This is an optimization exercise on Yosys and OpenROAD, whose aim is small area, a short achievable clock period and few clock cycles, not a production implementation.
Where RTL was checked, it was by simulation tests only, not by an equivalence proof against the original.
Power is estimated from default activity; no workload was simulated.

== old ==
## spa
module spa (
  input  wire        clk,
  input  wire        rst,         
  output wire        ready,       
  input  wire        reg_rd,
  input  wire        reg_wr,
  input  wire [7:0]  reg_addr,
  input  wire [31:0] reg_wdata,
  output wire [31:0] rdata,
  input  wire        cmd_valid,
  input  wire [63:0] cmd_word,
  output wire        err_o
);
  localparam [31:0] ID_VALUE     = 32'h5350_4131;
  localparam [31:0] CONFIG_VALUE = 32'h0000_0610;
  localparam [3:0] MC_LAST = 4'd7;      
  localparam [3:0] DC_LAST = 4'd15;     
  reg [31:0] pos;
  reg [15:0] frac;
  reg [31:0] delta;
  reg [31:0] lbeg;
  reg [31:0] lend;
  reg        dir;           
  reg        stopped;
  reg        disowned;
  reg [5:0]  handle;
  reg [2:0]  status;        
  reg        err;           
  reg [63:0] chact;
  reg        busy;
  reg        rdy;           
  reg        ph_m, ph_m0, ph_m1, ph_p1, ph_p2, ph_d, ph_d0, ph_f;
  reg [3:0]  cnt;
  reg        is_nl, is_fw, is_pp, back;
  reg        illegal;
  reg        lorder;        
  reg [31:0] len;           
  reg [33:0] len3;          
  reg        bnd_r;         
  reg [15:0] f1r;           
  reg        fin;           
  reg [32:0] A;
  reg [31:0] Q;
  assign ready = rdy;
  assign err_o = err;
  wire acc_wr  = ~busy & reg_wr;
  wire acc_cmd = ~busy & cmd_valid;
  wire [35:0] mp0 = Q[0] ? {4'd0, delta}       : 36'd0;
  wire [35:0] mp1 = Q[1] ? {3'd0, delta, 1'b0} : 36'd0;
  wire [35:0] mp2 = Q[2] ? {2'd0, delta, 2'b0} : 36'd0;
  wire [35:0] mp3 = Q[3] ? {1'd0, delta, 3'b0} : 36'd0;
  wire [35:0] ma  = {4'd0, A[31:0]};
  wire [35:0] ms1 = ma ^ mp0 ^ mp1;
  wire [35:0] mc1 = ((ma & mp0) | (ma & mp1) | (mp0 & mp1)) << 1;
  wire [35:0] ms2 = mp2 ^ mp3 ^ ms1;
  wire [35:0] mc2 = ((mp2 & mp3) | (mp2 & ms1) | (mp3 & ms1)) << 1;
  wire [35:0] ms3 = ms2 ^ mc2 ^ mc1;
  wire [35:0] mc3 = ((ms2 & mc2) | (ms2 & mc1) | (mc2 & mc1)) << 1;
  wire [35:0] mul_sum = ms3 + mc3;
  wire [32:0] d_a0  = A;
  wire        d_s0  = d_a0[32];
  wire [33:0] d_r1  = {d_a0, Q[31]} + ({2'b00, len} ^ {34{~d_s0}}) + {33'd0, ~d_s0};
  wire [34:0] d_4r  = {d_a0, Q[31], Q[30]};
  wire [34:0] d_kp  = d_s0 ? {3'b000, len} : ~{1'b0, len3};
  ...
For scale: about 3900 cells after synthesis, ~400 flip-flops, ~140 I/O pins, ~32000 um2 of cells after synthesis.
==> flow/config.mk <==
export PLATFORM = sky130hd
export DESIGN_NAME = spa
export DESIGN_NICKNAME = spa
export VERILOG_FILES = /design/flow/design.v
export SDC_FILE = /design/flow/constraint.sdc
export NUM_CORES = 4
export LEC_CHECK = 0
export CAP_MARGIN = 20
export CORE_MARGIN = 2
export CORE_UTILIZATION = 40
export SETUP_SLACK_MARGIN = 5
export SLEW_MARGIN = 20
==> flow/constraint.sdc <==
create_clock -name core_clock -period 10.0 [get_ports {clk}]
set_input_delay 2.0000 -clock core_clock [delete_from_list [all_inputs] [get_ports {clk}]]
set_output_delay 2.0000 -clock core_clock [all_outputs]
set_load 0.01 [all_outputs]
standard.sh (not shown) runs the stock make flow with config.mk's settings and CLKGATE_MAP_FILE= SYNTH_SCRIPT=/design/flow/synth_recipe.tcl, a recipe that flattens the netlist after the stock synthesis.
==> flow/flow/run.sh <==
#!/bin/bash
# The standard layout (standard synthesis unchanged) with the smallest buffer
# on every port instead of the default delay-buffer cell. Each tool's output
# goes to a log file in the work folder.
set -euo pipefail
bash standard.sh "BUFFER_PORTS_ARGS=-buffer_cell sky130_fd_sc_hd__buf_1" finish > standard_flow.log 2>&1
Testbench counts of old, summed over its fixed seeds: cycles 92,356.
Changes in new relative to old:
--- a/flow/design.v
+++ b/flow/design.v
@@ -38,32 +38,21 @@
   reg [33:0] len3;          
   reg        bnd_r;         
   reg [15:0] f1r;           
   reg        fin;           
   reg [32:0] A;
   reg [31:0] Q;
   assign ready = rdy;
   assign err_o = err;
   wire acc_wr  = ~busy & reg_wr;
   wire acc_cmd = ~busy & cmd_valid;
-  wire [35:0] mp0 = Q[0] ? {4'd0, delta}       : 36'd0;
-  wire [35:0] mp1 = Q[1] ? {3'd0, delta, 1'b0} : 36'd0;
-  wire [35:0] mp2 = Q[2] ? {2'd0, delta, 2'b0} : 36'd0;
-  wire [35:0] mp3 = Q[3] ? {1'd0, delta, 3'b0} : 36'd0;
-  wire [35:0] ma  = {4'd0, A[31:0]};
-  wire [35:0] ms1 = ma ^ mp0 ^ mp1;
-  wire [35:0] mc1 = ((ma & mp0) | (ma & mp1) | (mp0 & mp1)) << 1;
-  wire [35:0] ms2 = mp2 ^ mp3 ^ ms1;
-  wire [35:0] mc2 = ((mp2 & mp3) | (mp2 & ms1) | (mp3 & ms1)) << 1;
-  wire [35:0] ms3 = ms2 ^ mc2 ^ mc1;
-  wire [35:0] mc3 = ((ms2 & mc2) | (ms2 & mc1) | (mc2 & mc1)) << 1;
-  wire [35:0] mul_sum = ms3 + mc3;
+  wire [35:0] mul_sum = {4'd0, A[31:0]} + delta * Q[3:0];
   wire [32:0] d_a0  = A;
   wire        d_s0  = d_a0[32];
   wire [33:0] d_r1  = {d_a0, Q[31]} + ({2'b00, len} ^ {34{~d_s0}}) + {33'd0, ~d_s0};
   wire [34:0] d_4r  = {d_a0, Q[31], Q[30]};
   wire [34:0] d_kp  = d_s0 ? {3'b000, len} : ~{1'b0, len3};
   wire [34:0] d_kn  = d_s0 ? {1'b0, len3} : ~{3'b000, len};
   wire [34:0] d_cp  = d_4r + d_kp + {34'd0, ~d_s0};
   wire [34:0] d_cn  = d_4r + d_kn + {34'd0, ~d_s0};
   wire        d_n1  = d_r1[33];
   wire [34:0] d_r2  = d_n1 ? d_cn : d_cp;
Results
For new and old, there was not a single run that failed to finish clean. Looking at post-DP HPWL across both flows, new is the weaker of the two, with old ahead. Delta(data-path buffer share of cell area in the final layout, new - old) > 0. Highest routing layer actually used = met4: old; highest routing layer actually used = met5: new. Of the two values seen for beginning of the critical path, ph_p1$_SDFF_PP0_ was produced by old and Q[1]$_DFFE_PP_ by new. Cmp new vs old: utilization higher in new. In the metrics for new and old, the one carrying the higher sequential logic power is new. new reports a higher synthesized instance count than old does. In the reports for new and old, the smaller met1 track demand over resource in global routing belongs to old. Setup WNS old -> new: worse. In the reports for new and old, the larger mux contribution to synthesized area belongs to new. new gives more power share of the sequential group than old did. old → new: non-clock buffer count +8.3%; maximum fanout along the worst path -65. Taking new as 1.0, old lands at 0.925 on wire length.
The RTL of new was laid out without a check of its function.

==> afterwards: timing with drivers on the ports <==
How much do the figures lean on ideal ports? The routed layouts below were timed once more, with nothing changed but the port constraints.
Step 1: set_driving_cell puts a clkbuf_16 on clk and a buf_2 on each other input, an assumption about the parent block.
Step 2, shift: input delay + t, output delay - t, t = (earliest + latest rising clock arrival at the registers) / 2. This alone moves slack from input paths to output paths.
a / b / c = no drivers / after step 1 / after step 2; a / b = the first two.
run	t (ns)	setup WS [ns]	clock arrival spread, ns	slew at the worst register clock pin (ns)
old	0.657	5.008 / 5.002 / 5.008	0.031 / 0.031	0.07 / 0.07
new	0.652	4.870 / 4.870 / 4.870	0.029 / 0.030	0.07 / 0.07
After both steps every run listed still meets setup and hold.
